From an optimization exercise on the open Yosys and OpenROAD flow, aimed at small area, a short achievable clock period and few clock cycles per item; shortcuts taken in it are not production practice.
Only simulation tests tie the RTL to the original design; equivalence was not proved.
Power and IR drop assume default switching activity.

--- design.v ---
module inav_decoder (
    input  wire         clk,
    input  wire         rst,         
    input  wire         cmd_valid,
    output wire         cmd_ready,
    input  wire [124:0] cmd,
    output reg          rsp_valid,
    output wire [485:0] rsp
);
    localparam [2:0] ST_OK         = 3'd0;
    localparam [2:0] ST_FRAMING    = 3'd1;
    localparam [2:0] ST_CRC        = 3'd2;
    localparam [2:0] ST_UNKNOWN_WT = 3'd3;
    localparam [2:0] ST_EVEN_BUF   = 3'd4;
    localparam [2:0] ST_RESYNC     = 3'd5;
    localparam [2:0] ST_ILLEGAL    = 3'd7;
    reg          rdy;
    reg          asm_odd;       
    reg  [117:6] evb;           
    reg          v1;            
    reg  [3:0]   op1;
    reg  [2:0]   st1;           
    reg          pair1;         
    reg          ev1;           
    reg  [23:0]  syn0, syn1;    
    reg  [15:0]  pd;            
    reg  [3:0]   gt1;           
    assign cmd_ready = rdy;
    wire       accept    = cmd_valid & rdy;
    wire [3:0] op        = cmd[124:121];
    wire       odd       = cmd[120];
    wire       marker_ok = (cmd[119] == odd);
    wire       submit    = (op == 4'h0);
    wire       ev_load   = accept & submit & marker_ok & ~odd;
    wire [7:0]  lo = cmd[13:6] & {8{~odd}};
    wire [23:0] syn_in0, syn_in1;
    wire r0x_0 = cmd[60] ^ cmd[92];
    wire r0x_1 = cmd[62] ^ cmd[94];
    wire r0x_2 = cmd[86] ^ cmd[114];
    wire r0x_3 = cmd[64] ^ cmd[96];
    wire r0x_4 = cmd[98] ^ cmd[116];
    wire r0x_5 = cmd[32] ^ cmd[72];
    wire r0x_6 = cmd[40] ^ cmd[84];
    wire r0x_7 = cmd[58] ^ cmd[90];
    wire r0x_8 = cmd[70] ^ cmd[110];
    wire r0x_9 = cmd[56] ^ cmd[88];
    wire r0x_10 = cmd[30] ^ cmd[34];
    wire r0x_11 = cmd[36] ^ cmd[66];
    wire r0x_12 = cmd[38] ^ cmd[42];
    wire r0x_13 = cmd[52] ^ cmd[76];
    wire r0x_14 = cmd[68] ^ cmd[78];
    wire r0x_15 = cmd[102] ^ cmd[108];
    wire r0x_16 = cmd[46] ^ r0x_2;
    wire r0x_17 = cmd[106] ^ r0x_1;
    wire r0x_18 = cmd[48] ^ cmd[104];
    wire r0x_19 = cmd[74] ^ cmd[118];
    wire r0x_20 = cmd[100] ^ cmd[112];
    wire r0x_21 = cmd[54] ^ r0x_0;
    wire r0x_22 = r0x_3 ^ r0x_7;
    wire r0x_23 = cmd[50] ^ r0x_4;
    wire r0x_24 = r0x_8 ^ r0x_21;
    wire r0x_25 = cmd[80] ^ cmd[82];
    wire r0x_26 = cmd[44] ^ r0x_6;
    wire r0x_27 = r0x_5 ^ r0x_9;
    wire r0x_28 = cmd[68] ^ r0x_10;
    wire r0x_29 = cmd[72] ^ r0x_15;
    wire r0x_30 = cmd[82] ^ r0x_11;
    wire r0x_31 = cmd[104] ^ r0x_14;
    wire r0x_32 = cmd[114] ^ r0x_13;
    wire r0x_33 = cmd[30] ^ cmd[46];
    wire r0x_34 = cmd[44] ^ cmd[110];
    wire r0x_35 = cmd[106] ^ cmd[112];
    wire r0x_36 = cmd[32] ^ r0x_0;
    wire r0x_37 = cmd[66] ^ r0x_13;
    wire r0x_38 = cmd[70] ^ r0x_20;
    wire r0x_39 = cmd[80] ^ r0x_12;
    wire r0x_40 = cmd[118] ^ r0x_10;
    wire r0x_41 = r0x_1 ^ r0x_18;
    wire r0x_42 = r0x_2 ^ r0x_19;
    wire r0x_43 = r0x_9 ^ r0x_14;
    wire r0x_44 = cmd[86] ^ r0x_17;
    wire r0x_45 = r0x_16 ^ r0x_22;
    wire r0x_46 = r0x_16 ^ r0x_23;
    wire r0x_47 = cmd[36] ^ cmd[116];
    wire r0x_48 = cmd[42] ^ cmd[82];
    wire r0x_49 = cmd[48] ^ cmd[64];
    wire r0x_50 = cmd[50] ^ cmd[78];
    wire r0x_51 = cmd[52] ^ cmd[100];
    wire r0x_52 = cmd[74] ^ cmd[88];
    wire r0x_53 = cmd[80] ^ cmd[90];
    wire r0x_54 = cmd[84] ^ cmd[98];
    wire r0x_55 = cmd[106] ^ cmd[108];
    wire r0x_56 = cmd[108] ^ cmd[112];
    wire r0x_57 = cmd[30] ^ r0x_4;
    wire r0x_58 = cmd[34] ^ r0x_34;
    wire r0x_59 = cmd[38] ^ r0x_19;
    wire r0x_60 = cmd[40] ^ r0x_8;
    wire r0x_61 = cmd[42] ^ r0x_15;
    wire r0x_62 = cmd[62] ^ r0x_5;
    wire r0x_63 = cmd[94] ^ r0x_25;
    wire r0x_64 = cmd[98] ^ r0x_0;
    wire r0x_65 = r0x_4 ^ r0x_11;
    wire r0x_66 = r0x_6 ^ r0x_7;
    wire r0x_67 = r0x_18 ^ r0x_33;
    wire r0x_68 = r0x_5 ^ r0x_37;
    wire r0x_69 = r0x_16 ^ r0x_26;
    wire r0x_70 = r0x_17 ^ r0x_29;
    wire r0x_71 = r0x_20 ^ r0x_32;
    wire r0x_72 = r0x_22 ^ r0x_42;
    wire r0x_73 = r0x_23 ^ r0x_27;
    wire r0x_74 = r0x_27 ^ r0x_41;
    wire r0x_75 = r0x_36 ^ r0x_40;
    wire r0x_76 = cmd[48] ^ cmd[50];
    wire r0x_77 = cmd[102] ^ lo[0];
    wire r0x_78 = r0x_8 ^ r0x_35;
    wire r0x_79 = r0x_76 ^ r0x_37;
    wire r0x_80 = r0x_77 ^ r0x_78;
    wire r0x_81 = r0x_69 ^ r0x_75;
    wire r0x_82 = r0x_79 ^ r0x_80;
    wire r0x_83 = r0x_81 ^ r0x_82;
    wire r0x_84 = cmd[40] ^ cmd[76];
    wire r0x_85 = r0x_20 ^ r0x_34;
    wire r0x_86 = r0x_52 ^ r0x_84;
    wire r0x_87 = r0x_21 ^ r0x_30;
    wire r0x_88 = r0x_57 ^ r0x_85;
    wire r0x_89 = r0x_86 ^ r0x_45;
    wire r0x_90 = r0x_87 ^ r0x_88;
    wire r0x_91 = r0x_89 ^ r0x_90;
    wire r0x_92 = lo[2] ^ r0x_19;
    wire r0x_93 = r0x_48 ^ r0x_54;
    wire r0x_94 = r0x_31 ^ r0x_38;
    wire r0x_95 = r0x_92 ^ r0x_93;
    wire r0x_96 = r0x_45 ^ r0x_70;
    wire r0x_97 = r0x_94 ^ r0x_95;
    wire r0x_98 = r0x_96 ^ r0x_97;
    wire r0x_99 = cmd[44] ^ cmd[90];
    wire r0x_100 = r0x_10 ^ r0x_12;
    wire r0x_101 = r0x_51 ^ r0x_99;
    wire r0x_102 = r0x_23 ^ r0x_43;
    wire r0x_103 = r0x_60 ^ r0x_100;
    wire r0x_104 = r0x_101 ^ r0x_44;
    wire r0x_105 = r0x_102 ^ r0x_103;
    wire r0x_106 = r0x_104 ^ r0x_105;
    wire r0x_107 = cmd[36] ^ cmd[54];
    wire r0x_108 = cmd[70] ^ lo[4];
    wire r0x_109 = r0x_25 ^ r0x_35;
    wire r0x_110 = r0x_107 ^ r0x_29;
    wire r0x_111 = r0x_66 ^ r0x_67;
    wire r0x_112 = r0x_108 ^ r0x_109;
    wire r0x_113 = r0x_110 ^ r0x_111;
    wire r0x_114 = r0x_112 ^ r0x_113;
    wire r0x_115 = cmd[60] ^ r0x_8;
    wire r0x_116 = r0x_25 ^ r0x_42;
    wire r0x_117 = r0x_57 ^ r0x_61;
    wire r0x_118 = r0x_115 ^ r0x_68;
    wire r0x_119 = r0x_116 ^ r0x_117;
    wire r0x_120 = r0x_118 ^ r0x_119;
    wire r0x_121 = cmd[54] ^ cmd[76];
    wire r0x_122 = lo[6] ^ r0x_11;
    wire r0x_123 = r0x_12 ^ r0x_20;
    wire r0x_124 = r0x_55 ^ r0x_121;
    wire r0x_125 = r0x_22 ^ r0x_26;
    wire r0x_126 = r0x_67 ^ r0x_122;
    wire r0x_127 = r0x_123 ^ r0x_124;
    wire r0x_128 = r0x_73 ^ r0x_125;
    wire r0x_129 = r0x_126 ^ r0x_127;
    wire r0x_130 = r0x_128 ^ r0x_129;
    wire r0x_131 = r0x_6 ^ r0x_11;
    wire r0x_132 = r0x_31 ^ r0x_40;
    wire r0x_133 = r0x_62 ^ r0x_64;
    wire r0x_134 = r0x_131 ^ r0x_45;
    wire r0x_135 = r0x_132 ^ r0x_133;
    wire r0x_136 = r0x_134 ^ r0x_135;
    wire r0x_137 = cmd[14] ^ cmd[108];
    wire r0x_138 = cmd[116] ^ r0x_3;
    wire r0x_139 = r0x_12 ^ r0x_137;
    wire r0x_140 = r0x_30 ^ r0x_43;
    wire r0x_141 = r0x_138 ^ r0x_139;
    wire r0x_142 = r0x_24 ^ r0x_69;
    wire r0x_143 = r0x_140 ^ r0x_141;
    wire r0x_144 = r0x_142 ^ r0x_143;
    wire r0x_145 = cmd[34] ^ cmd[68];
    wire r0x_146 = cmd[70] ^ cmd[100];
    wire r0x_147 = r0x_49 ^ r0x_52;
    wire r0x_148 = r0x_145 ^ r0x_146;
    wire r0x_149 = r0x_36 ^ r0x_39;
    wire r0x_150 = r0x_65 ^ r0x_147;
    wire r0x_151 = r0x_148 ^ r0x_44;
    wire r0x_152 = r0x_149 ^ r0x_150;
    wire r0x_153 = r0x_151 ^ r0x_152;
    wire r0x_154 = cmd[16] ^ cmd[102];
    wire r0x_155 = r0x_0 ^ r0x_7;
    wire r0x_156 = r0x_154 ^ r0x_17;
    wire r0x_157 = r0x_28 ^ r0x_32;
    wire r0x_158 = r0x_39 ^ r0x_155;
    wire r0x_159 = r0x_73 ^ r0x_156;
    wire r0x_160 = r0x_157 ^ r0x_158;
    wire r0x_161 = r0x_159 ^ r0x_160;
    wire r0x_162 = cmd[58] ^ cmd[112];
    wire r0x_163 = r0x_1 ^ r0x_162;
    wire r0x_164 = r0x_28 ^ r0x_29;
    wire r0x_165 = r0x_59 ^ r0x_163;
    wire r0x_166 = r0x_24 ^ r0x_46;
    wire r0x_167 = r0x_164 ^ r0x_165;
    wire r0x_168 = r0x_166 ^ r0x_167;
    wire r0x_169 = cmd[18] ^ cmd[88];
    wire r0x_170 = r0x_15 ^ r0x_18;
    wire r0x_171 = r0x_50 ^ r0x_169;
    wire r0x_172 = r0x_17 ^ r0x_26;
    wire r0x_173 = r0x_64 ^ r0x_170;
    wire r0x_174 = r0x_171 ^ r0x_172;
    wire r0x_175 = r0x_173 ^ r0x_174;
    wire r0x_176 = cmd[60] ^ r0x_3;
    wire r0x_177 = r0x_19 ^ r0x_47;
    wire r0x_178 = r0x_60 ^ r0x_176;
    wire r0x_179 = r0x_177 ^ r0x_71;
    wire r0x_180 = r0x_74 ^ r0x_178;
    wire r0x_181 = r0x_179 ^ r0x_180;
    wire r0x_182 = cmd[20] ^ cmd[66];
    wire r0x_183 = cmd[76] ^ cmd[114];
    wire r0x_184 = r0x_3 ^ r0x_53;
    wire r0x_185 = r0x_182 ^ r0x_183;
    wire r0x_186 = r0x_26 ^ r0x_38;
    wire r0x_187 = r0x_41 ^ r0x_61;
    wire r0x_188 = r0x_184 ^ r0x_185;
    wire r0x_189 = r0x_75 ^ r0x_186;
    wire r0x_190 = r0x_187 ^ r0x_188;
    wire r0x_191 = r0x_189 ^ r0x_190;
    wire r0x_192 = cmd[48] ^ cmd[78];
    wire r0x_193 = cmd[84] ^ cmd[88];
    wire r0x_194 = r0x_12 ^ r0x_192;
    wire r0x_195 = r0x_193 ^ r0x_30;
    wire r0x_196 = r0x_32 ^ r0x_38;
    wire r0x_197 = r0x_62 ^ r0x_194;
    wire r0x_198 = r0x_195 ^ r0x_196;
    wire r0x_199 = r0x_197 ^ r0x_198;
    wire r0x_200 = cmd[22] ^ cmd[42];
    wire r0x_201 = cmd[92] ^ cmd[102];
    wire r0x_202 = r0x_3 ^ r0x_5;
    wire r0x_203 = r0x_200 ^ r0x_201;
    wire r0x_204 = r0x_17 ^ r0x_30;
    wire r0x_205 = r0x_31 ^ r0x_58;
    wire r0x_206 = r0x_202 ^ r0x_203;
    wire r0x_207 = r0x_46 ^ r0x_204;
    wire r0x_208 = r0x_205 ^ r0x_206;
    wire r0x_209 = r0x_207 ^ r0x_208;
    wire r0x_210 = cmd[116] ^ r0x_14;
    wire r0x_211 = r0x_33 ^ r0x_35;
    wire r0x_212 = r0x_49 ^ r0x_53;
    wire r0x_213 = r0x_59 ^ r0x_210;
    wire r0x_214 = r0x_211 ^ r0x_212;
    wire r0x_215 = r0x_24 ^ r0x_68;
    wire r0x_216 = r0x_213 ^ r0x_214;
    wire r0x_217 = r0x_215 ^ r0x_216;
    wire r0x_218 = cmd[24] ^ cmd[38];
    wire r0x_219 = cmd[118] ^ r0x_2;
    wire r0x_220 = r0x_13 ^ r0x_18;
    wire r0x_221 = r0x_55 ^ r0x_218;
    wire r0x_222 = r0x_28 ^ r0x_63;
    wire r0x_223 = r0x_66 ^ r0x_219;
    wire r0x_224 = r0x_220 ^ r0x_221;
    wire r0x_225 = r0x_24 ^ r0x_222;
    wire r0x_226 = r0x_223 ^ r0x_224;
    wire r0x_227 = r0x_225 ^ r0x_226;
    wire r0x_228 = cmd[80] ^ cmd[92];
    wire r0x_229 = r0x_6 ^ r0x_228;
    wire r0x_230 = r0x_22 ^ r0x_43;
    wire r0x_231 = r0x_65 ^ r0x_229;
    wire r0x_232 = r0x_70 ^ r0x_71;
    wire r0x_233 = r0x_230 ^ r0x_231;
    wire r0x_234 = r0x_232 ^ r0x_233;
    wire r0x_235 = cmd[26] ^ cmd[96];
    wire r0x_236 = r0x_6 ^ r0x_47;
    wire r0x_237 = r0x_48 ^ r0x_50;
    wire r0x_238 = r0x_56 ^ r0x_235;
    wire r0x_239 = r0x_27 ^ r0x_236;
    wire r0x_240 = r0x_237 ^ r0x_238;
    wire r0x_241 = r0x_24 ^ r0x_44;
    wire r0x_242 = r0x_239 ^ r0x_240;
    wire r0x_243 = r0x_241 ^ r0x_242;
    wire r0x_244 = cmd[66] ^ cmd[100];
    wire r0x_245 = r0x_4 ^ r0x_12;
    wire r0x_246 = r0x_15 ^ r0x_244;
    wire r0x_247 = r0x_31 ^ r0x_63;
    wire r0x_248 = r0x_245 ^ r0x_246;
    wire r0x_249 = r0x_24 ^ r0x_72;
    wire r0x_250 = r0x_247 ^ r0x_248;
    wire r0x_251 = r0x_249 ^ r0x_250;
    wire r0x_252 = cmd[28] ^ cmd[52];
    wire r0x_253 = cmd[72] ^ r0x_1;
    wire r0x_254 = r0x_9 ^ r0x_54;
    wire r0x_255 = r0x_56 ^ r0x_252;
    wire r0x_256 = r0x_39 ^ r0x_58;
    wire r0x_257 = r0x_253 ^ r0x_254;
    wire r0x_258 = r0x_255 ^ r0x_72;
    wire r0x_259 = r0x_256 ^ r0x_257;
    wire r0x_260 = r0x_258 ^ r0x_259;
    wire r0x_261 = cmd[96] ^ r0x_25;
    wire r0x_262 = r0x_51 ^ r0x_28;
    wire r0x_263 = r0x_261 ^ r0x_46;
    wire r0x_264 = r0x_74 ^ r0x_262;
    wire r0x_265 = r0x_263 ^ r0x_264;
    assign syn_in0[0] = r0x_83;
    assign syn_in0[1] = r0x_91;
    assign syn_in0[2] = r0x_98;
    assign syn_in0[3] = r0x_106;
    assign syn_in0[4] = r0x_114;
    assign syn_in0[5] = r0x_120;
    assign syn_in0[6] = r0x_130;
    assign syn_in0[7] = r0x_136;
    assign syn_in0[8] = r0x_144;
    assign syn_in0[9] = r0x_153;
    assign syn_in0[10] = r0x_161;
    assign syn_in0[11] = r0x_168;
    assign syn_in0[12] = r0x_175;
    assign syn_in0[13] = r0x_181;
    assign syn_in0[14] = r0x_191;
    assign syn_in0[15] = r0x_199;
    assign syn_in0[16] = r0x_209;
    assign syn_in0[17] = r0x_217;
    assign syn_in0[18] = r0x_227;
    assign syn_in0[19] = r0x_234;
    assign syn_in0[20] = r0x_243;
    assign syn_in0[21] = r0x_251;
    assign syn_in0[22] = r0x_260;
    assign syn_in0[23] = r0x_265;
    wire r1x_0 = cmd[61] ^ cmd[93];
    wire r1x_1 = cmd[63] ^ cmd[95];
    wire r1x_2 = cmd[97] ^ cmd[115];
    wire r1x_3 = cmd[39] ^ cmd[83];
    wire r1x_4 = cmd[41] ^ cmd[85];
    wire r1x_5 = cmd[57] ^ cmd[89];
    wire r1x_6 = cmd[59] ^ cmd[91];
    wire r1x_7 = cmd[65] ^ cmd[67];
    wire r1x_8 = cmd[71] ^ cmd[111];
    wire r1x_9 = cmd[55] ^ cmd[87];
    wire r1x_10 = cmd[69] ^ cmd[109];
    wire r1x_11 = cmd[105] ^ r1x_0;
    wire r1x_12 = cmd[35] ^ cmd[119];
    wire r1x_13 = cmd[43] ^ cmd[49];
    wire r1x_14 = cmd[77] ^ cmd[101];
    wire r1x_15 = cmd[113] ^ cmd[117];
    wire r1x_16 = r1x_2 ^ r1x_7;
    wire r1x_17 = cmd[31] ^ cmd[47];
    wire r1x_18 = cmd[51] ^ cmd[75];
    wire r1x_19 = cmd[53] ^ cmd[107];
    wire r1x_20 = cmd[99] ^ r1x_1;
    wire r1x_21 = cmd[37] ^ cmd[79];
    wire r1x_22 = cmd[81] ^ cmd[103];
    wire r1x_23 = r1x_6 ^ r1x_10;
    wire r1x_24 = r1x_8 ^ r1x_9;
    wire r1x_25 = cmd[33] ^ cmd[73];
    wire r1x_26 = cmd[45] ^ r1x_4;
    wire r1x_27 = r1x_5 ^ r1x_15;
    wire r1x_28 = r1x_12 ^ r1x_18;
    wire r1x_29 = r1x_3 ^ r1x_11;
    wire r1x_30 = r1x_13 ^ r1x_14;
    wire r1x_31 = r1x_19 ^ r1x_23;
    wire r1x_32 = cmd[33] ^ cmd[71];
    wire r1x_33 = cmd[45] ^ cmd[111];
    wire r1x_34 = cmd[69] ^ cmd[83];
    wire r1x_35 = cmd[77] ^ cmd[81];
    wire r1x_36 = cmd[79] ^ cmd[107];
    wire r1x_37 = cmd[97] ^ cmd[107];
    wire r1x_38 = cmd[31] ^ r1x_22;
    wire r1x_39 = cmd[37] ^ r1x_9;
    wire r1x_40 = cmd[87] ^ r1x_17;
    wire r1x_41 = r1x_4 ^ r1x_21;
    wire r1x_42 = r1x_15 ^ r1x_17;
    wire r1x_43 = r1x_0 ^ r1x_24;
    wire r1x_44 = r1x_11 ^ r1x_26;
    wire r1x_45 = r1x_20 ^ r1x_27;
    wire r1x_46 = cmd[35] ^ cmd[51];
    wire r1x_47 = cmd[41] ^ cmd[99];
    wire r1x_48 = cmd[43] ^ cmd[117];
    wire r1x_49 = cmd[47] ^ cmd[103];
    wire r1x_50 = cmd[51] ^ cmd[109];
    wire r1x_51 = cmd[65] ^ cmd[85];
    wire r1x_52 = cmd[81] ^ cmd[105];
    wire r1x_53 = cmd[91] ^ cmd[113];
    wire r1x_54 = cmd[101] ^ cmd[119];
    wire r1x_55 = cmd[113] ^ cmd[115];
    wire r1x_56 = cmd[43] ^ r1x_1;
    wire r1x_57 = cmd[47] ^ r1x_3;
    wire r1x_58 = cmd[53] ^ r1x_25;
    wire r1x_59 = cmd[61] ^ r1x_8;
    wire r1x_60 = cmd[73] ^ r1x_14;
    wire r1x_61 = cmd[101] ^ r1x_5;
    wire r1x_62 = cmd[109] ^ r1x_32;
    wire r1x_63 = r1x_2 ^ r1x_46;
    wire r1x_64 = r1x_3 ^ r1x_55;
    wire r1x_65 = r1x_5 ^ r1x_10;
    wire r1x_66 = r1x_13 ^ r1x_19;
    wire r1x_67 = cmd[49] ^ r1x_20;
    wire r1x_68 = cmd[67] ^ r1x_30;
    wire r1x_69 = r1x_6 ^ r1x_16;
    wire r1x_70 = r1x_16 ^ r1x_24;
    wire r1x_71 = r1x_20 ^ r1x_28;
    wire r1x_72 = r1x_23 ^ r1x_54;
    wire r1x_73 = r1x_25 ^ r1x_41;
    wire r1x_74 = r1x_28 ^ r1x_59;
    wire r1x_75 = r1x_33 ^ r1x_42;
    wire r1x_76 = r1x_34 ^ r1x_40;
    wire r1x_77 = r1x_38 ^ r1x_62;
    wire r1x_78 = r1x_29 ^ r1x_70;
    wire r1x_79 = r1x_31 ^ r1x_45;
    wire r1x_80 = cmd[117] ^ r1x_52;
    wire r1x_81 = r1x_58 ^ r1x_61;
    wire r1x_82 = r1x_63 ^ r1x_80;
    wire r1x_83 = r1x_67 ^ r1x_76;
    wire r1x_84 = r1x_81 ^ r1x_82;
    wire r1x_85 = r1x_83 ^ r1x_84;
    wire r1x_86 = cmd[67] ^ cmd[119];
    wire r1x_87 = lo[1] ^ r1x_8;
    wire r1x_88 = r1x_22 ^ r1x_34;
    wire r1x_89 = r1x_37 ^ r1x_86;
    wire r1x_90 = r1x_60 ^ r1x_87;
    wire r1x_91 = r1x_88 ^ r1x_89;
    wire r1x_92 = r1x_44 ^ r1x_45;
    wire r1x_93 = r1x_90 ^ r1x_91;
    wire r1x_94 = r1x_92 ^ r1x_93;
    wire r1x_95 = cmd[75] ^ cmd[83];
    wire r1x_96 = cmd[89] ^ r1x_0;
    wire r1x_97 = r1x_14 ^ r1x_47;
    wire r1x_98 = r1x_95 ^ r1x_39;
    wire r1x_99 = r1x_96 ^ r1x_97;
    wire r1x_100 = r1x_69 ^ r1x_75;
    wire r1x_101 = r1x_98 ^ r1x_99;
    wire r1x_102 = r1x_100 ^ r1x_101;
    wire r1x_103 = cmd[79] ^ lo[3];
    wire r1x_104 = r1x_6 ^ r1x_51;
    wire r1x_105 = r1x_27 ^ r1x_28;
    wire r1x_106 = r1x_66 ^ r1x_103;
    wire r1x_107 = r1x_104 ^ r1x_77;
    wire r1x_108 = r1x_105 ^ r1x_106;
    wire r1x_109 = r1x_107 ^ r1x_108;
    wire r1x_110 = cmd[41] ^ cmd[45];
    wire r1x_111 = cmd[91] ^ r1x_2;
    wire r1x_112 = r1x_8 ^ r1x_13;
    wire r1x_113 = r1x_25 ^ r1x_36;
    wire r1x_114 = r1x_52 ^ r1x_110;
    wire r1x_115 = r1x_57 ^ r1x_111;
    wire r1x_116 = r1x_112 ^ r1x_113;
    wire r1x_117 = r1x_114 ^ r1x_115;
    wire r1x_118 = r1x_116 ^ r1x_117;
    wire r1x_119 = cmd[101] ^ cmd[103];
    wire r1x_120 = lo[5] ^ r1x_4;
    wire r1x_121 = r1x_32 ^ r1x_119;
    wire r1x_122 = r1x_39 ^ r1x_63;
    wire r1x_123 = r1x_120 ^ r1x_121;
    wire r1x_124 = r1x_122 ^ r1x_123;
    wire r1x_125 = r1x_79 ^ r1x_124;
    wire r1x_126 = cmd[97] ^ cmd[105];
    wire r1x_127 = r1x_1 ^ r1x_49;
    wire r1x_128 = r1x_126 ^ r1x_65;
    wire r1x_129 = r1x_127 ^ r1x_68;
    wire r1x_130 = r1x_74 ^ r1x_128;
    wire r1x_131 = r1x_129 ^ r1x_130;
    wire r1x_132 = cmd[35] ^ lo[7];
    wire r1x_133 = r1x_7 ^ r1x_35;
    wire r1x_134 = r1x_26 ^ r1x_39;
    wire r1x_135 = r1x_56 ^ r1x_64;
    wire r1x_136 = r1x_132 ^ r1x_133;
    wire r1x_137 = r1x_31 ^ r1x_134;
    wire r1x_138 = r1x_135 ^ r1x_136;
    wire r1x_139 = r1x_137 ^ r1x_138;
    wire r1x_140 = cmd[63] ^ cmd[69];
    wire r1x_141 = cmd[99] ^ r1x_12;
    wire r1x_142 = r1x_140 ^ r1x_11;
    wire r1x_143 = r1x_40 ^ r1x_141;
    wire r1x_144 = r1x_69 ^ r1x_73;
    wire r1x_145 = r1x_142 ^ r1x_143;
    wire r1x_146 = r1x_144 ^ r1x_145;
    wire r1x_147 = cmd[15] ^ r1x_21;
    wire r1x_148 = r1x_48 ^ r1x_16;
    wire r1x_149 = r1x_26 ^ r1x_57;
    wire r1x_150 = r1x_65 ^ r1x_147;
    wire r1x_151 = r1x_43 ^ r1x_148;
    wire r1x_152 = r1x_149 ^ r1x_150;
    wire r1x_153 = r1x_151 ^ r1x_152;
    wire r1x_154 = cmd[37] ^ cmd[43];
    wire r1x_155 = cmd[57] ^ cmd[71];
    wire r1x_156 = cmd[73] ^ r1x_17;
    wire r1x_157 = r1x_18 ^ r1x_19;
    wire r1x_158 = r1x_154 ^ r1x_155;
    wire r1x_159 = r1x_16 ^ r1x_156;
    wire r1x_160 = r1x_157 ^ r1x_158;
    wire r1x_161 = r1x_29 ^ r1x_159;
    wire r1x_162 = r1x_160 ^ r1x_161;
    wire r1x_163 = cmd[17] ^ cmd[87];
    wire r1x_164 = r1x_6 ^ r1x_37;
    wire r1x_165 = r1x_49 ^ r1x_163;
    wire r1x_166 = r1x_30 ^ r1x_164;
    wire r1x_167 = r1x_165 ^ r1x_29;
    wire r1x_168 = r1x_166 ^ r1x_167;
    wire r1x_169 = cmd[39] ^ cmd[59];
    wire r1x_170 = cmd[73] ^ cmd[103];
    wire r1x_171 = cmd[115] ^ r1x_10;
    wire r1x_172 = r1x_169 ^ r1x_170;
    wire r1x_173 = r1x_42 ^ r1x_171;
    wire r1x_174 = r1x_172 ^ r1x_43;
    wire r1x_175 = r1x_71 ^ r1x_173;
    wire r1x_176 = r1x_174 ^ r1x_175;
    wire r1x_177 = cmd[19] ^ cmd[89];
    wire r1x_178 = cmd[103] ^ r1x_36;
    wire r1x_179 = r1x_50 ^ r1x_177;
    wire r1x_180 = r1x_178 ^ r1x_179;
    wire r1x_181 = r1x_44 ^ r1x_67;
    wire r1x_182 = r1x_180 ^ r1x_181;
    wire r1x_183 = cmd[37] ^ cmd[65];
    wire r1x_184 = cmd[113] ^ r1x_35;
    wire r1x_185 = r1x_47 ^ r1x_183;
    wire r1x_186 = r1x_184 ^ r1x_185;
    wire r1x_187 = r1x_74 ^ r1x_76;
    wire r1x_188 = r1x_186 ^ r1x_187;
    wire r1x_189 = cmd[21] ^ r1x_1;
    wire r1x_190 = r1x_12 ^ r1x_53;
    wire r1x_191 = r1x_16 ^ r1x_30;
    wire r1x_192 = r1x_189 ^ r1x_190;
    wire r1x_193 = r1x_44 ^ r1x_77;
    wire r1x_194 = r1x_191 ^ r1x_192;
    wire r1x_195 = r1x_193 ^ r1x_194;
    wire r1x_196 = cmd[63] ^ cmd[71];
    wire r1x_197 = cmd[85] ^ cmd[89];
    wire r1x_198 = r1x_21 ^ r1x_196;
    wire r1x_199 = r1x_197 ^ r1x_58;
    wire r1x_200 = r1x_64 ^ r1x_198;
    wire r1x_201 = r1x_68 ^ r1x_199;
    wire r1x_202 = r1x_200 ^ r1x_201;
    wire r1x_203 = cmd[23] ^ cmd[93];
    wire r1x_204 = r1x_7 ^ r1x_21;
    wire r1x_205 = r1x_33 ^ r1x_203;
    wire r1x_206 = r1x_38 ^ r1x_61;
    wire r1x_207 = r1x_66 ^ r1x_204;
    wire r1x_208 = r1x_205 ^ r1x_206;
    wire r1x_209 = r1x_207 ^ r1x_208;
    wire r1x_210 = r1x_5 ^ r1x_14;
    wire r1x_211 = r1x_36 ^ r1x_53;
    wire r1x_212 = r1x_210 ^ r1x_211;
    wire r1x_213 = r1x_71 ^ r1x_212;
    wire r1x_214 = r1x_78 ^ r1x_213;
    wire r1x_215 = cmd[25] ^ cmd[31];
    wire r1x_216 = cmd[49] ^ cmd[95];
    wire r1x_217 = cmd[115] ^ r1x_4;
    wire r1x_218 = r1x_12 ^ r1x_35;
    wire r1x_219 = r1x_215 ^ r1x_216;
    wire r1x_220 = r1x_24 ^ r1x_217;
    wire r1x_221 = r1x_218 ^ r1x_219;
    wire r1x_222 = r1x_29 ^ r1x_31;
    wire r1x_223 = r1x_220 ^ r1x_221;
    wire r1x_224 = r1x_222 ^ r1x_223;
    wire r1x_225 = cmd[93] ^ r1x_22;
    wire r1x_226 = r1x_16 ^ r1x_41;
    wire r1x_227 = r1x_60 ^ r1x_225;
    wire r1x_228 = r1x_226 ^ r1x_227;
    wire r1x_229 = r1x_79 ^ r1x_228;
    wire r1x_230 = cmd[27] ^ cmd[83];
    wire r1x_231 = r1x_37 ^ r1x_50;
    wire r1x_232 = r1x_230 ^ r1x_27;
    wire r1x_233 = r1x_56 ^ r1x_231;
    wire r1x_234 = r1x_43 ^ r1x_73;
    wire r1x_235 = r1x_232 ^ r1x_233;
    wire r1x_236 = r1x_234 ^ r1x_235;
    wire r1x_237 = cmd[75] ^ cmd[79];
    wire r1x_238 = cmd[95] ^ cmd[99];
    wire r1x_239 = r1x_22 ^ r1x_48;
    wire r1x_240 = r1x_237 ^ r1x_238;
    wire r1x_241 = r1x_239 ^ r1x_240;
    wire r1x_242 = r1x_72 ^ r1x_241;
    wire r1x_243 = r1x_78 ^ r1x_242;
    wire r1x_244 = cmd[29] ^ cmd[33];
    wire r1x_245 = cmd[105] ^ r1x_3;
    wire r1x_246 = r1x_13 ^ r1x_18;
    wire r1x_247 = r1x_51 ^ r1x_244;
    wire r1x_248 = r1x_245 ^ r1x_246;
    wire r1x_249 = r1x_247 ^ r1x_72;
    wire r1x_250 = r1x_75 ^ r1x_248;
    wire r1x_251 = r1x_249 ^ r1x_250;
    assign syn_in1[0] = r1x_85;
    assign syn_in1[1] = r1x_94;
    assign syn_in1[2] = r1x_102;
    assign syn_in1[3] = r1x_109;
    assign syn_in1[4] = r1x_118;
    assign syn_in1[5] = r1x_125;
    assign syn_in1[6] = r1x_131;
    assign syn_in1[7] = r1x_139;
    assign syn_in1[8] = r1x_146;
    assign syn_in1[9] = r1x_153;
    assign syn_in1[10] = r1x_162;
    assign syn_in1[11] = r1x_168;
    assign syn_in1[12] = r1x_176;
    assign syn_in1[13] = r1x_182;
    assign syn_in1[14] = r1x_188;
    assign syn_in1[15] = r1x_195;
    assign syn_in1[16] = r1x_202;
    assign syn_in1[17] = r1x_209;
    assign syn_in1[18] = r1x_214;
    assign syn_in1[19] = r1x_224;
    assign syn_in1[20] = r1x_229;
    assign syn_in1[21] = r1x_236;
    assign syn_in1[22] = r1x_243;
    assign syn_in1[23] = r1x_251;
    reg [2:0] st_in;
    always @(*) begin
        case (op)
            4'h0:    st_in = !marker_ok ? ST_FRAMING :
                             !odd ? (asm_odd ? ST_RESYNC : ST_EVEN_BUF) :
                             ST_FRAMING;
            4'h1, 4'h4, 4'h5, 4'h6, 4'h7, 4'h8, 4'h9, 4'hA, 4'hB:
                     st_in = ST_OK;
            default: st_in = ST_ILLEGAL;
        endcase
    end
    always @(posedge clk) begin
        rdy   <= ~rst;
        v1    <= accept & ~rst;
        op1   <= op;
        st1   <= st_in;
        pair1 <= submit & marker_ok & odd & asm_odd;
        ev1   <= submit & marker_ok & ~odd;
        syn0  <= syn_in0;
        syn1  <= syn_in1;
        pd    <= cmd[117:102];
        gt1   <= {op == 4'hB, op == 4'hA, op == 4'h9, op == 4'h8};
        if (ev_load)
            evb <= cmd[117:6];
        if (rst || (accept && op == 4'h1))
            asm_odd <= 1'b0;
        else if (accept && submit && marker_ok)
            asm_odd <= ~odd;
    end
    reg  [23:0]  evsyn;         
    wire [23:0]  sab = syn0 ^ syn1;
    wire [23:0]  syn_x;
    wire tx_0 = sab[0] ^ sab[1];
    wire tx_1 = sab[2] ^ sab[3];
    wire tx_2 = sab[21] ^ sab[23];
    wire tx_3 = sab[11] ^ sab[22];
    wire tx_4 = sab[8] ^ sab[10];
    wire tx_5 = sab[9] ^ sab[12];
    wire tx_6 = sab[18] ^ tx_0;
    wire tx_7 = sab[20] ^ tx_1;
    wire tx_8 = sab[6] ^ tx_2;
    wire tx_9 = sab[7] ^ sab[15];
    wire tx_10 = sab[14] ^ sab[16];
    wire tx_11 = sab[4] ^ sab[19];
    wire tx_12 = sab[5] ^ tx_4;
    wire tx_13 = sab[17] ^ tx_5;
    wire tx_14 = tx_3 ^ tx_7;
    wire tx_15 = sab[13] ^ tx_6;
    wire tx_16 = sab[13] ^ tx_8;
    wire tx_17 = sab[0] ^ sab[4];
    wire tx_18 = sab[1] ^ sab[19];
    wire tx_19 = sab[2] ^ tx_9;
    wire tx_20 = sab[7] ^ tx_1;
    wire tx_21 = sab[14] ^ tx_11;
    wire tx_22 = tx_0 ^ tx_10;
    wire tx_23 = sab[15] ^ tx_8;
    wire tx_24 = tx_2 ^ tx_13;
    wire tx_25 = tx_3 ^ tx_6;
    wire tx_26 = sab[17] ^ tx_14;
    wire tx_27 = tx_12 ^ tx_15;
    wire tx_28 = sab[3] ^ sab[6];
    wire tx_29 = sab[4] ^ sab[8];
    wire tx_30 = sab[5] ^ sab[10];
    wire tx_31 = sab[6] ^ sab[22];
    wire tx_32 = sab[8] ^ sab[13];
    wire tx_33 = sab[10] ^ sab[11];
    wire tx_34 = sab[17] ^ sab[23];
    wire tx_35 = sab[12] ^ tx_9;
    wire tx_36 = tx_4 ^ tx_10;
    wire tx_37 = tx_9 ^ tx_32;
    wire tx_38 = sab[7] ^ tx_22;
    wire tx_39 = sab[16] ^ tx_20;
    wire tx_40 = sab[21] ^ tx_21;
    wire tx_41 = tx_13 ^ tx_29;
    wire tx_42 = sab[12] ^ tx_16;
    wire tx_43 = tx_5 ^ tx_14;
    wire tx_44 = tx_11 ^ tx_25;
    wire tx_45 = sab[8] ^ sab[16];
    wire tx_46 = tx_17 ^ tx_45;
    wire tx_47 = tx_46 ^ tx_42;
    wire tx_48 = sab[5] ^ sab[22];
    wire tx_49 = tx_48 ^ tx_8;
    wire tx_50 = tx_38 ^ tx_41;
    wire tx_51 = tx_49 ^ tx_50;
    wire tx_52 = sab[9] ^ tx_31;
    wire tx_53 = tx_34 ^ tx_19;
    wire tx_54 = tx_52 ^ tx_53;
    wire tx_55 = tx_27 ^ tx_54;
    wire tx_56 = tx_5 ^ tx_33;
    wire tx_57 = tx_20 ^ tx_56;
    wire tx_58 = tx_15 ^ tx_40;
    wire tx_59 = tx_57 ^ tx_58;
    wire tx_60 = tx_10 ^ tx_18;
    wire tx_61 = tx_30 ^ tx_60;
    wire tx_62 = tx_14 ^ tx_23;
    wire tx_63 = tx_61 ^ tx_62;
    wire tx_64 = sab[0] ^ tx_37;
    wire tx_65 = tx_64 ^ tx_26;
    wire tx_66 = sab[9] ^ sab[14];
    wire tx_67 = tx_28 ^ tx_66;
    wire tx_68 = tx_67 ^ tx_15;
    wire tx_69 = tx_18 ^ tx_19;
    wire tx_70 = tx_36 ^ tx_69;
    wire tx_71 = tx_42 ^ tx_70;
    wire tx_72 = sab[9] ^ tx_10;
    wire tx_73 = tx_37 ^ tx_72;
    wire tx_74 = tx_73 ^ tx_26;
    wire tx_75 = sab[3] ^ sab[15];
    wire tx_76 = sab[18] ^ tx_17;
    wire tx_77 = tx_75 ^ tx_36;
    wire tx_78 = tx_76 ^ tx_24;
    wire tx_79 = tx_77 ^ tx_78;
    wire tx_80 = sab[19] ^ tx_12;
    wire tx_81 = tx_13 ^ tx_23;
    wire tx_82 = tx_25 ^ tx_80;
    wire tx_83 = tx_81 ^ tx_82;
    wire tx_84 = sab[2] ^ sab[7];
    wire tx_85 = sab[9] ^ sab[20];
    wire tx_86 = sab[21] ^ tx_4;
    wire tx_87 = tx_84 ^ tx_85;
    wire tx_88 = tx_86 ^ tx_87;
    wire tx_89 = tx_88 ^ tx_44;
    wire tx_90 = tx_2 ^ tx_18;
    wire tx_91 = tx_12 ^ tx_90;
    wire tx_92 = tx_91 ^ tx_43;
    wire tx_93 = sab[10] ^ tx_17;
    wire tx_94 = tx_93 ^ tx_16;
    wire tx_95 = tx_43 ^ tx_94;
    wire tx_96 = tx_3 ^ tx_28;
    wire tx_97 = tx_12 ^ tx_96;
    wire tx_98 = tx_38 ^ tx_97;
    wire tx_99 = sab[6] ^ sab[11];
    wire tx_100 = sab[23] ^ tx_0;
    wire tx_101 = tx_99 ^ tx_19;
    wire tx_102 = tx_100 ^ tx_41;
    wire tx_103 = tx_101 ^ tx_102;
    wire tx_104 = tx_5 ^ tx_39;
    wire tx_105 = tx_27 ^ tx_104;
    wire tx_106 = sab[19] ^ tx_1;
    wire tx_107 = tx_33 ^ tx_22;
    wire tx_108 = tx_106 ^ tx_24;
    wire tx_109 = tx_107 ^ tx_108;
    wire tx_110 = sab[16] ^ tx_4;
    wire tx_111 = tx_6 ^ tx_110;
    wire tx_112 = tx_23 ^ tx_111;
    wire tx_113 = tx_26 ^ tx_112;
    wire tx_114 = tx_24 ^ tx_39;
    wire tx_115 = tx_44 ^ tx_114;
    wire tx_116 = sab[12] ^ sab[22];
    wire tx_117 = tx_11 ^ tx_34;
    wire tx_118 = tx_116 ^ tx_7;
    wire tx_119 = tx_117 ^ tx_118;
    wire tx_120 = tx_27 ^ tx_119;
    wire tx_121 = sab[1] ^ sab[5];
    wire tx_122 = sab[9] ^ sab[11];
    wire tx_123 = sab[18] ^ tx_121;
    wire tx_124 = tx_122 ^ tx_7;
    wire tx_125 = tx_21 ^ tx_123;
    wire tx_126 = tx_16 ^ tx_124;
    wire tx_127 = tx_125 ^ tx_126;
    wire tx_128 = tx_30 ^ tx_31;
    wire tx_129 = tx_7 ^ tx_35;
    wire tx_130 = tx_128 ^ tx_40;
    wire tx_131 = tx_129 ^ tx_130;
    wire tx_132 = sab[3] ^ sab[5];
    wire tx_133 = sab[20] ^ tx_3;
    wire tx_134 = tx_132 ^ tx_35;
    wire tx_135 = tx_133 ^ tx_134;
    assign syn_x[0] = tx_47;
    assign syn_x[1] = tx_51;
    assign syn_x[2] = tx_55;
    assign syn_x[3] = tx_59;
    assign syn_x[4] = tx_63;
    assign syn_x[5] = tx_65;
    assign syn_x[6] = tx_68;
    assign syn_x[7] = tx_71;
    assign syn_x[8] = tx_74;
    assign syn_x[9] = tx_79;
    assign syn_x[10] = tx_83;
    assign syn_x[11] = tx_89;
    assign syn_x[12] = tx_92;
    assign syn_x[13] = tx_95;
    assign syn_x[14] = tx_98;
    assign syn_x[15] = tx_103;
    assign syn_x[16] = tx_105;
    assign syn_x[17] = tx_109;
    assign syn_x[18] = tx_113;
    assign syn_x[19] = tx_115;
    assign syn_x[20] = tx_120;
    assign syn_x[21] = tx_127;
    assign syn_x[22] = tx_131;
    assign syn_x[23] = tx_135;
    reg  [119:0] w1;
    reg  [119:0] w2;
    reg  [121:0] w3;
    reg  [119:0] w4;
    reg  [98:0]  w5;
    reg  [118:0] w6;
    reg  [115:0] w7;
    reg  [120:0] w8;
    reg  [121:0] w9;
    reg  [121:0] w10;
    reg  [4:1]   eph_rx;
    reg  [10:7]  alm_rx;
    reg          rx5, rx6;      
    reg          new_eph, new_iono, new_utc, new_alm;
    reg  [2:0]   st2;
    reg          flag2;
    reg  [10:1]  sel0, sel1, sel2, sel3;    
    wire [121:0] data  = {evb[111:6], pd};    
    wire [5:0]   wt    = evb[117:112];        
    wire         crc_ok = (sab == evsyn);
    wire         wt_ok  = (wt <= 6'd10);
    wire         acc    = v1 & pair1 & crc_ok & wt_ok;
    wire         clr    = rst | (v1 && op1 == 4'h1);
    wire [10:0] wdec;
    genvar gi;
    generate
        for (gi = 0; gi <= 10; gi = gi + 1) begin : g_dec
            assign wdec[gi] = (wt == gi);
        end
    endgenerate
    wire [10:1] we = {10{acc}} & wdec[10:1];
    wire [9:0] iod_d  = data[121:112];
    wire [9:0] iod1_n = wdec[1] ? iod_d : w1[119:110];
    wire [9:0] iod2_n = wdec[2] ? iod_d : w2[119:110];
    wire [9:0] iod3_n = wdec[3] ? iod_d : w3[121:112];
    wire [9:0] iod4_n = wdec[4] ? iod_d : w4[119:110];
    wire [3:0] ioda_d   = data[121:118];
    wire [3:0] ioda7_n  = wdec[7]  ? ioda_d : w7[115:112];
    wire [3:0] ioda8_n  = wdec[8]  ? ioda_d : w8[120:117];
    wire [3:0] ioda9_n  = wdec[9]  ? ioda_d : w9[121:118];
    wire [3:0] ioda10_n = wdec[10] ? ioda_d : w10[121:118];
    wire [4:1]  eph_rx_n = eph_rx | wdec[4:1];
    wire [10:7] alm_rx_n = alm_rx | wdec[10:7];
    wire eph_consistent = (&eph_rx_n) && (iod1_n == iod2_n) &&
                          (iod2_n == iod3_n) && (iod3_n == iod4_n);
    wire slot1_both = alm_rx_n[7] & alm_rx_n[8];
    wire slot2_both = alm_rx_n[8] & alm_rx_n[9];
    wire slot3_both = alm_rx_n[9] & alm_rx_n[10];
    wire slot1_eq   = (ioda7_n == ioda8_n);
    wire slot2_eq   = (ioda8_n == ioda9_n);
    wire slot3_eq   = (ioda9_n == ioda10_n);
    wire slot1_ok   = slot1_both &  slot1_eq;
    wire slot2_ok   = slot2_both &  slot2_eq;
    wire slot3_ok   = slot3_both &  slot3_eq;
    wire slot1_bad  = slot1_both & ~slot1_eq;
    wire slot2_bad  = slot2_both & ~slot2_eq;
    wire slot3_bad  = slot3_both & ~slot3_eq;
    wire alm_any_ok  = (wdec[7] & slot1_ok) | (wdec[8] & (slot1_ok | slot2_ok)) |
                       (wdec[9] & (slot2_ok | slot3_ok)) | (wdec[10] & slot3_ok);
    wire alm_any_bad = (wdec[7] & slot1_bad) | (wdec[8] & (slot1_bad | slot2_bad)) |
                       (wdec[9] & (slot2_bad | slot3_bad)) | (wdec[10] & slot3_bad);
    wire is_eph = wdec[1] | wdec[2] | wdec[3] | wdec[4];
    wire is_alm = wdec[7] | wdec[8] | wdec[9] | wdec[10];
    reg new_sel;
    always @(*) begin
        case (op1[1:0])
            2'd0:    new_sel = new_eph;
            2'd1:    new_sel = new_iono;
            2'd2:    new_sel = new_utc;
            default: new_sel = new_alm;
        endcase
    end
    wire hasnew = (op1[3:2] == 2'b01);
    wire get    = (op1[3:2] == 2'b10);
    wire [10:1] rx    = {alm_rx, rx6, rx5, eph_rx};
    wire [3:0]  gdec  = {op1[1:0] == 2'd3, op1[1:0] == 2'd2, op1[1:0] == 2'd1, op1[1:0] == 2'd0};
    wire [10:1] gsel  = {{4{gdec[3]}}, gdec[2], gdec[1], {4{gdec[0]}}};
    wire [10:1] gsel1 = {{4{gt1[3]}}, gt1[2], gt1[1], {4{gt1[0]}}};
    always @(posedge clk) begin
        if (v1 && ev1)
            evsyn <= syn_x;
        if (we[1])  w1  <= data[121:2];
        if (we[2])  w2  <= data[121:2];
        if (we[3])  w3  <= data[121:0];
        if (we[4])  w4  <= data[121:2];
        if (we[5])  w5  <= data[121:23];
        if (we[6])  w6  <= data[121:3];
        if (we[7])  w7  <= data[121:6];
        if (we[8])  w8  <= data[121:1];
        if (we[9])  w9  <= data[121:0];
        if (we[10]) w10 <= data[121:0];
        if (clr) begin
            eph_rx   <= 4'd0;
            alm_rx   <= 4'd0;
            rx5      <= 1'b0;
            rx6      <= 1'b0;
            new_eph  <= 1'b0;
            new_iono <= 1'b0;
            new_utc  <= 1'b0;
            new_alm  <= 1'b0;
        end else if (v1) begin
            if (acc && is_eph) begin
                eph_rx  <= eph_rx_n;
                new_eph <= eph_consistent;
            end
            if (acc && wdec[5]) begin
                rx5      <= 1'b1;
                new_iono <= 1'b1;
            end
            if (acc && wdec[6]) begin
                rx6     <= 1'b1;
                new_utc <= 1'b1;
            end
            if (acc && is_alm) begin
                alm_rx <= alm_rx_n;
                if (alm_any_ok)
                    new_alm <= 1'b1;
                else if (alm_any_bad)
                    new_alm <= 1'b0;
            end
            if (hasnew) begin
                case (op1[1:0])
                    2'd0: new_eph  <= 1'b0;
                    2'd1: new_iono <= 1'b0;
                    2'd2: new_utc  <= 1'b0;
                    default: new_alm <= 1'b0;
                endcase
            end
        end
        rsp_valid <= v1 & ~rst;
        st2       <= !pair1 ? st1 : !crc_ok ? ST_CRC : !wt_ok ? ST_UNKNOWN_WT : ST_OK;
        flag2     <= hasnew & new_sel;
        sel0      <= {10{get}} & gsel & rx;
        sel1      <= {10{get & v1}} & gsel & rx;
        sel2      <= gsel1 & rx;
        sel3      <= {10{v1}} & gsel1 & rx;
    end
    wire [119:0] r1;
    wire [119:0] r2;
    wire [121:0] r3;
    wire [119:0] r4;
    wire [98:0]  r5;
    wire [118:0] r6;
    wire [115:0] r7;
    wire [120:0] r8;
    wire [121:0] r9;
    wire [121:0] r10;
    wire [3:0]   s1  = {sel3[1],  sel2[1],  sel1[1],  sel0[1]};
    wire [3:0]   s2  = {sel3[2],  sel2[2],  sel1[2],  sel0[2]};
    wire [3:0]   s3  = {sel3[3],  sel2[3],  sel1[3],  sel0[3]};
    wire [3:0]   s4  = {sel3[4],  sel2[4],  sel1[4],  sel0[4]};
    wire [3:0]   s5  = {sel3[5],  sel2[5],  sel1[5],  sel0[5]};
    wire [3:0]   s6  = {sel3[6],  sel2[6],  sel1[6],  sel0[6]};
    wire [3:0]   s7  = {sel3[7],  sel2[7],  sel1[7],  sel0[7]};
    wire [3:0]   s8  = {sel3[8],  sel2[8],  sel1[8],  sel0[8]};
    wire [3:0]   s9  = {sel3[9],  sel2[9],  sel1[9],  sel0[9]};
    wire [3:0]   s10 = {sel3[10], sel2[10], sel1[10], sel0[10]};
    genvar bi;
    generate
        for (bi = 0; bi < 122; bi = bi + 1) begin : g_rec
            if (bi < 120) assign r1[bi]  = w1[bi]  & s1[bi * 4 / 120];
            if (bi < 120) assign r2[bi]  = w2[bi]  & s2[bi * 4 / 120];
            assign r3[bi] = w3[bi] & s3[bi * 4 / 122];
            if (bi < 120) assign r4[bi]  = w4[bi]  & s4[bi * 4 / 120];
            if (bi < 99)  assign r5[bi]  = w5[bi]  & s5[bi * 4 / 99];
            if (bi < 119) assign r6[bi]  = w6[bi]  & s6[bi * 4 / 119];
            if (bi < 116) assign r7[bi]  = w7[bi]  & s7[bi * 4 / 116];
            if (bi < 121) assign r8[bi]  = w8[bi]  & s8[bi * 4 / 121];
            assign r9[bi]  = w9[bi]  & s9[bi * 4 / 122];
            assign r10[bi] = w10[bi] & s10[bi * 4 / 122];
        end
    endgenerate
    wire [481:0] rec_eph  = {r1, r2, r3, r4};
    wire [98:0]  rec_iono = r5;
    wire [118:0] rec_utc  = r6;
    wire [480:0] rec_alm  = {r7, r8, r9, r10};
    assign rsp = {st2, flag2,
                  rec_eph | {383'd0, rec_iono} | {363'd0, rec_utc} | {1'b0, rec_alm}};
endmodule
--- run.sh ---
#!/bin/bash
# synth_recipe.tcl (not shown) runs the flow's synth.tcl, then flattens the netlist and writes it again
# the make line also repeats each setting of config.mk as NAME=value (left out here)
make -C /OpenROAD-flow-scripts/flow DESIGN_CONFIG=/design/flow/config.mk WORK_HOME=/design/flow/orfs CLKGATE_MAP_FILE= SYNTH_SCRIPT=/design/flow/synth_recipe.tcl finish
--- config.mk ---
export PLATFORM = sky130hd
export DESIGN_NAME = inav_decoder
export DESIGN_NICKNAME = inav_decoder
export VERILOG_FILES = /design/flow/design.v
export SDC_FILE = /design/flow/constraint.sdc
export NUM_CORES = 4
export LEC_CHECK = 0
export CAP_MARGIN = 20
export CORE_MARGIN = 2
export CORE_UTILIZATION = 40
export PLACE_DENSITY = 0.6
export SETUP_SLACK_MARGIN = 5
export SLEW_MARGIN = 20
export TNS_END_PERCENT = 100
--- constraint.sdc ---
create_clock -name core_clock -period 8.0 [get_ports {clk}]
set_input_delay 1.6000 -clock core_clock [delete_from_list [all_inputs] [get_ports {clk}]]
set_output_delay 1.6000 -clock core_clock [all_outputs]
set_load 0.01 [all_outputs]
==> results of run 1 <==
[Yosys cell counts (14+ instances only)]
cell,instances,share of area (%)
sky130_fd_sc_hd__xnor3_1,23,0.90
sky130_fd_sc_hd__nor2_1,24,0.16
sky130_fd_sc_hd__inv_1,29,0.19
sky130_fd_sc_hd__a222oi_1,20,0.35
sky130_fd_sc_hd__nand2_1,130,0.85
sky130_fd_sc_hd__and3_1,27,0.29
sky130_fd_sc_hd__nor2b_1,20,0.22
sky130_fd_sc_hd__a22o_1,367,5.6
sky130_fd_sc_hd__clkbuf_1,143,0.94
sky130_fd_sc_hd__mux2i_1,20,0.35
sky130_fd_sc_hd__xor2_1,142,2.2
sky130_fd_sc_hd__edfxtp_1,1317,69
sky130_fd_sc_hd__buf_1,18,0.12
sky130_fd_sc_hd__o21ai_0,14,0.12
sky130_fd_sc_hd__a21oi_1,15,0.13
sky130_fd_sc_hd__xnor2_2,15,0.43
sky130_fd_sc_hd__dfxtp_1,139,4.8
sky130_fd_sc_hd__and2_1,24,0.26
sky130_fd_sc_hd__xnor2_1,549,8.4
sky130_fd_sc_hd__a22oi_1,205,2.7
[critical path: stages (launching register included)]
cell and delay (ns):
sky130_fd_sc_hd__dfxtp_4 0.38, sky130_fd_sc_hd__buf_12 0.15, sky130_fd_sc_hd__a222oi_1 0.38, sky130_fd_sc_hd__inv_1 0.11, sky130_fd_sc_hd__buf_2 0.16
[flip-flops by register name (all words and copies together), names as in the netlist, 99 cells and up]
register,flops
w10,122
w3,122
w9,122
w8,121
w1,120
w2,120
w4,120
w6,119
w7,116
evb,112
w5,99
[routing by layer]
metal  routed length [um]  vias up  GRT usage (%)
li1                     -    15238              -
met1                90300    19498           39.6
met2               108000     2369           46.2
met3                23200      400           8.04
met4                 8900       48           12.6
met5                  322        -              0
[per-stage QoR]
stage	hold slack (ns)	cell area [um^2]	setup WS, ns
after detailed placement	0.445	66100	2.82
final	0.452	78400	4.42
after global routing	0.459	78400	4.35
after global placement	0.435	66100	2.85
after floorplan	0.414	57600	3.57
after CTS	0.451	75600	4.36
[cells by family after synthesis]
logic type               after synthesis  synth area share (%)
flip-flops                          1456                  73.8
XOR/XNOR                             731                  11.9
adder cells (fa/ha/maj)                1                0.0218
AND/OR/NAND/NOR                      293                  2.60
multiplexers                          23                 0.427
buffers and inverters                197                  1.31
AO/OA/AOI/OAI                        700                  9.96
[cell type report]
type                            instances  area [um^2]
Tap cell                             1890         2360
Clock inverter                         68          699
Antenna cell                           23         57.6
Sequential cell                      1456        42500
Timing Repair inverter                  1         7.51
Fill cell                           11154        63500
Timing Repair Buffer                 1033        11700
Multi-Input combinational cell       1749        16900
Clock buffer                          201         4140
Inverter                               29          118
[worst max-delay path by stage]
stage / start / end / slack, ns / cells past startpoint
after detailed placement: cmd[119] / evb[15] / 2.82 / 8
final: sel3[4] / rsp[109] / 4.42 / 4
after global routing: sel3[4] / rsp[105] / 4.35 / 4
after CTS: sel0[3] / rsp[121] / 4.36 / 5
after floorplan: syn1[20] / w9[0] / 3.57 / 6
after global placement: cmd[119] / evb[29] / 2.85 / 8
[power breakdown]
part | switching (mW) | total, mW | internal (mW)
clock | 2.96 | 6.96 | 4.00
sequential | 0.167 | 9.07 | 8.90
combinational | 4.15 | 7.79 | 3.64
[cell usage in the layout, fill, tap and decap left out, types with 20 or more instances in the layout]
master,netlist,final
sky130_fd_sc_hd__edfxtp_1,1317,1317
sky130_fd_sc_hd__xnor2_1,549,481
sky130_fd_sc_hd__a22o_1,367,318
sky130_fd_sc_hd__buf_2,6,318
sky130_fd_sc_hd__buf_6,0,240
sky130_fd_sc_hd__clkbuf_16,0,176
sky130_fd_sc_hd__a22oi_2,0,172
sky130_fd_sc_hd__buf_12,0,116
sky130_fd_sc_hd__xor2_1,142,115
sky130_fd_sc_hd__buf_4,1,115
sky130_fd_sc_hd__nand2_1,130,100
sky130_fd_sc_hd__dfxtp_1,139,97
sky130_fd_sc_hd__buf_16,0,80
sky130_fd_sc_hd__xnor2_2,15,68
sky130_fd_sc_hd__a22o_4,0,49
sky130_fd_sc_hd__clkdlybuf4s50_1,0,44
sky130_fd_sc_hd__dfxtp_4,0,40
sky130_fd_sc_hd__clkbuf_1,143,35
sky130_fd_sc_hd__a22oi_1,205,33
sky130_fd_sc_hd__dlygate4sd2_1,0,33
sky130_fd_sc_hd__nand2_2,0,30
sky130_fd_sc_hd__and3_1,27,27
sky130_fd_sc_hd__inv_1,29,27
sky130_fd_sc_hd__and2_1,24,24
sky130_fd_sc_hd__diode_2,0,23
sky130_fd_sc_hd__xnor3_1,23,23
sky130_fd_sc_hd__clkinv_2,0,21
sky130_fd_sc_hd__nor2b_1,20,20
sky130_fd_sc_hd__a222oi_1,20,20
sky130_fd_sc_hd__mux2i_1,20,20
sky130_fd_sc_hd__clkinv_1,0,20
sky130_fd_sc_hd__clkbuf_2,0,20
[repair_timing]
item,4_1_cts,5_1_grt
pin swaps,216,227
setup buffers,181,63
resized for setup,2693,446
hold buffers,0,0
gates cloned,75,26
setup endpoints to repair,1841,1255
==> flow_summary.toml, run 1 <==
[outcome]
outcome = "finished clean"

[critical_path]
worst-endpoint-arrival_ns = 1.98
reg2reg_from = "evsyn[0]"
path_class = "reg -> out"
cp_max_fo = 11
cp-end-kind = "output pin"
cp-start-kind = "flip-flop"
worst_ep_required_time_ns = 6.40
setup_slack_on_the_worst_flop_to_flop_path_ns = 4.98
rr_worst_depth = 9
crit-reg2reg-capture = "w6[23]"

[floorplanning]
die_area_um2 = 147000
core_region_area_um2 = 142000
floorplan.die.width_um = 383
chipHeight_um = 383
std_cell_rows = 138
initial_core_util_pct = 40.4
design.portCount = 616

[pwr]
power_leakage_nw = 28.3
pwr_density_cell_nw_per_um2 = 304
peak_vdd_ir_mv = 0.467
power_mw = 23.8

[clocking]
tritoncts.num_buffers = 149
clock_tree.htree_level_count = 4
cts_sinks = 1456
cts-root-to-sink-buffers = 3
clk_pin_slew_ns = 0.05
clock_tree_from_tritoncts = "yes"
insertion_delay_ns = 0.80
cts_root_buf = "sky130_fd_sc_hd__clkbuf_16"

[logic_synthesis]
syn-num-nets = 3530
post_synth_num_cell_types = 66
mapped_cells = 3401
seq_area_frac_synth_pct = 73.8
syn_avg_cell_area_um2 = 16.9
synth-edff-count = 1317
synthesis.yosys.warnings = 1
post_synthesis_cell_area_um2 = 57400
most_used_dff_post_synth = "sky130_fd_sc_hd__edfxtp_1"
synth_seq_cells = 1456
synthArstFlopShare_pct = 0

[placement]
dp_hpwl_um = 135000
gp_congestion = 0.931
post-place-cells = 5813
port-buffer-count = 609

[drt]
drc_errors = 0
detail_route.first_pass.iterations = 6
route.vias.total = 37553
vias_per_cell = 5.82
drt-initial-drc-count = 4885
ant_nets = 0
drt-total-wl_um = 230000
detail_route.wl_per_cell_um = 35.7

[grt]
maximum_number_of_pins_on_one_net_before_global_route_repair = 122
global_route.overflow_total = 0
antenna_found_initial = 69
grt_first_pass_wirelength_um = 297000
grt_util_all_layers_pct = 29.8
grt_pass1_vias = 35199

[timing]
setup-violations-final = 0
worstMarginPinSlew_ns = 1.14
worst_clock_skew_ns = 0.0330
drv_slew = 0
clock.fmax_mhz = 280
relative_slew_margins_pct = 24.2
final.min_clock_period_ns = 3.58
hold_violations = 0
setup-tns-final_ns = 0
rsz0062_at_grt = "true"
period_share_pct = 44.7

[cells_and_area]
area_growth_pct = 36.6
finish.utilization_pct = 55.3
drive_gt1_share_pct = 35.1
nets = 4548
final_cells = 6450

[hold_path]
hold_path_end = "st2[2]"
min_delay_path_depth = 1
min-delay-path-class = "reg -> reg"
worst_min_delay_path_startpoint = "st1[2]"

[job]
max-cap-violations = 0
Testbench counts, summed over its fixed seeds: cycles 5,616, items 5,600.
==> run 2: changes to the inputs <==
--- a/config.mk
+++ b/config.mk
@@ -11,3 +11,3 @@
 export PLACE_DENSITY = 0.6
-export SETUP_SLACK_MARGIN = 5
+export SETUP_SLACK_MARGIN = 4.6
 export SLEW_MARGIN = 20
==> flow_summary.toml, run 2 <==
[drt]
route.vias.total = 36770
detail_route.first_pass.iterations = 6
detail_route.wl_per_cell_um = 34.8
drc_errors = 0
ant_nets = 0
vias_per_cell = 5.74
drt-initial-drc-count = 4744
drt-total-wl_um = 223000

[pwr]
switching_share_pct = 29.7
power_switching_mw = 6.93
p_clk_share_pct = 29.6
cellInternalPower_mw = 16.4
power_leakage_nw = 27.9
pwr_density_cell_nw_per_um2 = 304
peak_vdd_ir_mv = 0.587
share_seq_of_total_power_pct = 39.0
share_comb_of_total_power_pct = 31.5

[timing]
drv_slew = 0
worst_clock_skew_ns = 0.0392
clock.fmax_mhz = 270
worstMarginPinSlew_ns = 1.01
hold_violations = 0
setup-violations-final = 0
relative_slew_margins_pct = 32.5
rsz0062_at_grt = "true"
setup-tns-final_ns = 0
period_share_pct = 46.4
final.min_clock_period_ns = 3.71

[critical_path]
cp-start-kind = "flip-flop"
cp-end-kind = "output pin"
reg2reg_from = "syn1[22]"
cp-startpoint = "sel3[4]"
worst_ep_required_time_ns = 6.40
cp_max_fo = 7
worst-endpoint-arrival_ns = 2.11
path_class = "reg -> out"

[grt]
grt_pass1_vias = 34781
grt_first_pass_wirelength_um = 294000
global_route.overflow_total = 0
grt_util_all_layers_pct = 29.3
maximum_number_of_pins_on_one_net_before_global_route_repair = 122
antenna_found_initial = 46

[cells_and_area]
final_cell_mix = "1317 x sky130_fd_sc_hd__edfxtp_1, 526 x sky130_fd_sc_hd__xnor2_1, 330 x sky130_fd_sc_hd__a22o_1, 302 x sky130_fd_sc_hd__buf_2, 218 x sky130_fd_sc_hd__buf_6"
fillers = 11312
finalInstanceArea_um2 = 76800
drive_gt1_share_pct = 31.3
top_regs = "w10 x122, w3 x122, w9 x122"
nets = 4512
area_growth_pct = 33.8
mostFrequentLayoutCell = "sky130_fd_sc_hd__edfxtp_1"

[placement]
place_area_um2 = 66000
gp_congestion = 0.909
dp_hpwl_um = 135000
port-buffer-count = 609

[logic_synthesis]
syn-num-nets = 3530
post_synth_num_cell_types = 66
synth-edff-count = 1317
synthMostInstantiatedCell = "sky130_fd_sc_hd__edfxtp_1"
most_used_dff_post_synth = "sky130_fd_sc_hd__edfxtp_1"
mapped_cells = 3401
synth_seq_cells = 1456
seq_area_frac_synth_pct = 73.8
post_synth_main_area_contributors = "sky130_fd_sc_hd__edfxtp_1 69%, sky130_fd_sc_hd__xnor2_1 8.4%, sky130_fd_sc_hd__a22o_1 5.6%"
synthesis.yosys.warnings = 1
post_synthesis_cell_area_um2 = 57400
syn_avg_cell_area_um2 = 16.9
synthArstFlopShare_pct = 0
synth_common_cells = "1317 x sky130_fd_sc_hd__edfxtp_1, 549 x sky130_fd_sc_hd__xnor2_1, 367 x sky130_fd_sc_hd__a22o_1, 205 x sky130_fd_sc_hd__a22oi_1, 143 x sky130_fd_sc_hd__clkbuf_1"
synth_area_leader_cell = "sky130_fd_sc_hd__edfxtp_1"
post-synth-top-area-fraction_pct = 68.9

[floorplanning]
design.portCount = 616
initial_core_util_pct = 40.4
std_cell_rows = 138
core_region_area_um2 = 142000
die_area_um2 = 147000
chipHeight_um = 383
floorplan.die.width_um = 383

[clocking]
clock_tree_from_tritoncts = "yes"
number_of_hold_repair_buffers_added_at_the_cts_stage = 0
cts_root_buf = "sky130_fd_sc_hd__clkbuf_16"
clk_pin_slew_ns = 0.06
insertion_delay_ns = 0.80
clock_tree.htree_level_count = 4
cts-root-to-sink-buffers = 3
tritoncts.num_buffers = 147
cts_sinks = 1456

[hold_path]
min-delay-path-class = "reg -> reg"
worst_min_delay_path_startpoint = "st1[2]"

[job]
max-cap-violations = 0

[outcome]
outcome = "finished clean"
[run 2: cell types whose count changed in the layout (fill, tap and decap cells not counted), sizes merged]
| cell | delta |
|---|---|
| clkinvlp | -2 |
| inv | +2 |
| clkdlybuf4s50 | +62 |
| nor2 | -1 |
| clkbuf | -17 |
| dlymetal6s2s | +24 |
| clkinv | +6 |
| bufbuf | -1 |
| diode | -7 |
| dlygate4sd2 | -25 |
| clkdlybuf4s15 | -11 |
| buf | -71 |
[run 2: cells by family after synthesis]
logic type | after synthesis | synth area share, %
xor+xnor | 731 | 11.9
compound gates | 700 | 9.96
simple gates | 293 | 2.60
flops | 1456 | 73.8
buf+inv | 197 | 1.31
mux | 23 | 0.427
fa+ha+maj | 1 | 0.0218
[run 2: layout make-up]
class | count | area, um^2 | area share, %
multi-input combinational | 1748 | 15900 | 20.7
timing repair buffer | 1001 | 11100 | 14.5
antenna | 16 | 40.0 | 0.0521
tap | 1890 | 2360 | 3.08
inverter | 29 | 118 | 0.153
clock inverter | 75 | 733 | 0.955
sequential | 1456 | 42500 | 55.3
clock buffer | 194 | 4060 | 5.29
[run 2: worst paths after layout]
| kind | to | slack, ns | cells after the start |
|---|---|---|---|
| worst max-delay path | rsp[111] | 4.29 | 5 |
| worst min-delay path | st2[2] | 0.44 | 1 |
| worst max register to register | w4[3] | 4.66 | 7 |
| worst min register to register | st2[2] | 0.44 | 1 |
[run 2: power groups by stage]
stage	registers [mW]	clock network, mW	logic, mW
floorplan	9.18	0	5.73
CTS	9.09	6.96	7.31
global route	9.10	7.27	7.79
detailed placement	9.25	0	7.24
global placement	9.26	0	7.27
finish	9.09	6.90	7.34
[run 2: metal layers]
layer	up-vias	GRT usage, %	routed length, um
met2	2124	46.0	105000
met4	40	9.88	7810
met5	-	0	241
li1	15169	-	-
met3	358	5.76	20000
met1	19079	40.8	90200
[run 2: timing repair]
action                                  in CTS  in global routing
setup buffers                              134                 87
resized for setup                         2221                524
pin swaps                                  177                176
endpoints found under the setup margin    1463                959
gates cloned                                66                 18
[run 2: worst max-delay path, cell delays in order, from the launching register on]
cell                       delay [ns]
sky130_fd_sc_hd__dfxtp_4         0.41
sky130_fd_sc_hd__buf_12          0.15
sky130_fd_sc_hd__buf_16          0.12
sky130_fd_sc_hd__a222oi_1        0.38
sky130_fd_sc_hd__inv_1           0.13
sky130_fd_sc_hd__buf_2           0.16
[run 2: metrics by stage]
stage	power, mW	util [%]	setup WS, ns	std cells	hold slack, ns
2_1_floorplan	14.9	-	3.57	3401	0.414
3_3_place_gp	16.5	46.5	3.21	5819	0.440
3_5_place_dp	16.5	46.5	3.21	5819	0.427
4_1_cts	23.4	52.3	4.13	6288	0.445
5_1_grt	24.2	54.1	4.25	6403	0.471
6_report	23.3	54.1	4.29	6409	0.445

[separate check: timing with driven ports]
The results above use ideal ports. As a check the final layouts listed here were re-extracted and re-timed, cells and wires unchanged.
Step 1: set_driving_cell puts a clkbuf_16 on clk and a buf_2 on each other input, an assumption about the parent block.
Step 2 adds t to the input delays and takes it off the output delays; t is the mean of the earliest and latest rising clock arrival at the registers after step 1. Input paths then give back, and output paths get back, about the clock's delay inside the block.
Three values: no drivers, after step 1, after step 2; two values: the first two.
| run | shift t [ns] | slack for setup (ns) | worst hold slack (ns) | slew at the worst register clock pin (ns) |
|---|---|---|---|---|
| run 1 | 0.861 | 4.422 / 4.344 / 4.024 | 0.452 / 0.452 / 0.452 | 0.07 / 0.07 |
| run 2 | 0.857 | 4.290 / 4.211 / 3.669 | 0.445 / 0.445 / 0.445 | 0.07 / 0.07 |
After both steps every run listed still meets setup and hold. The setup slack of run 2, which loses most, moves by -0.079 ns with the drivers and by -0.621 ns with both steps.
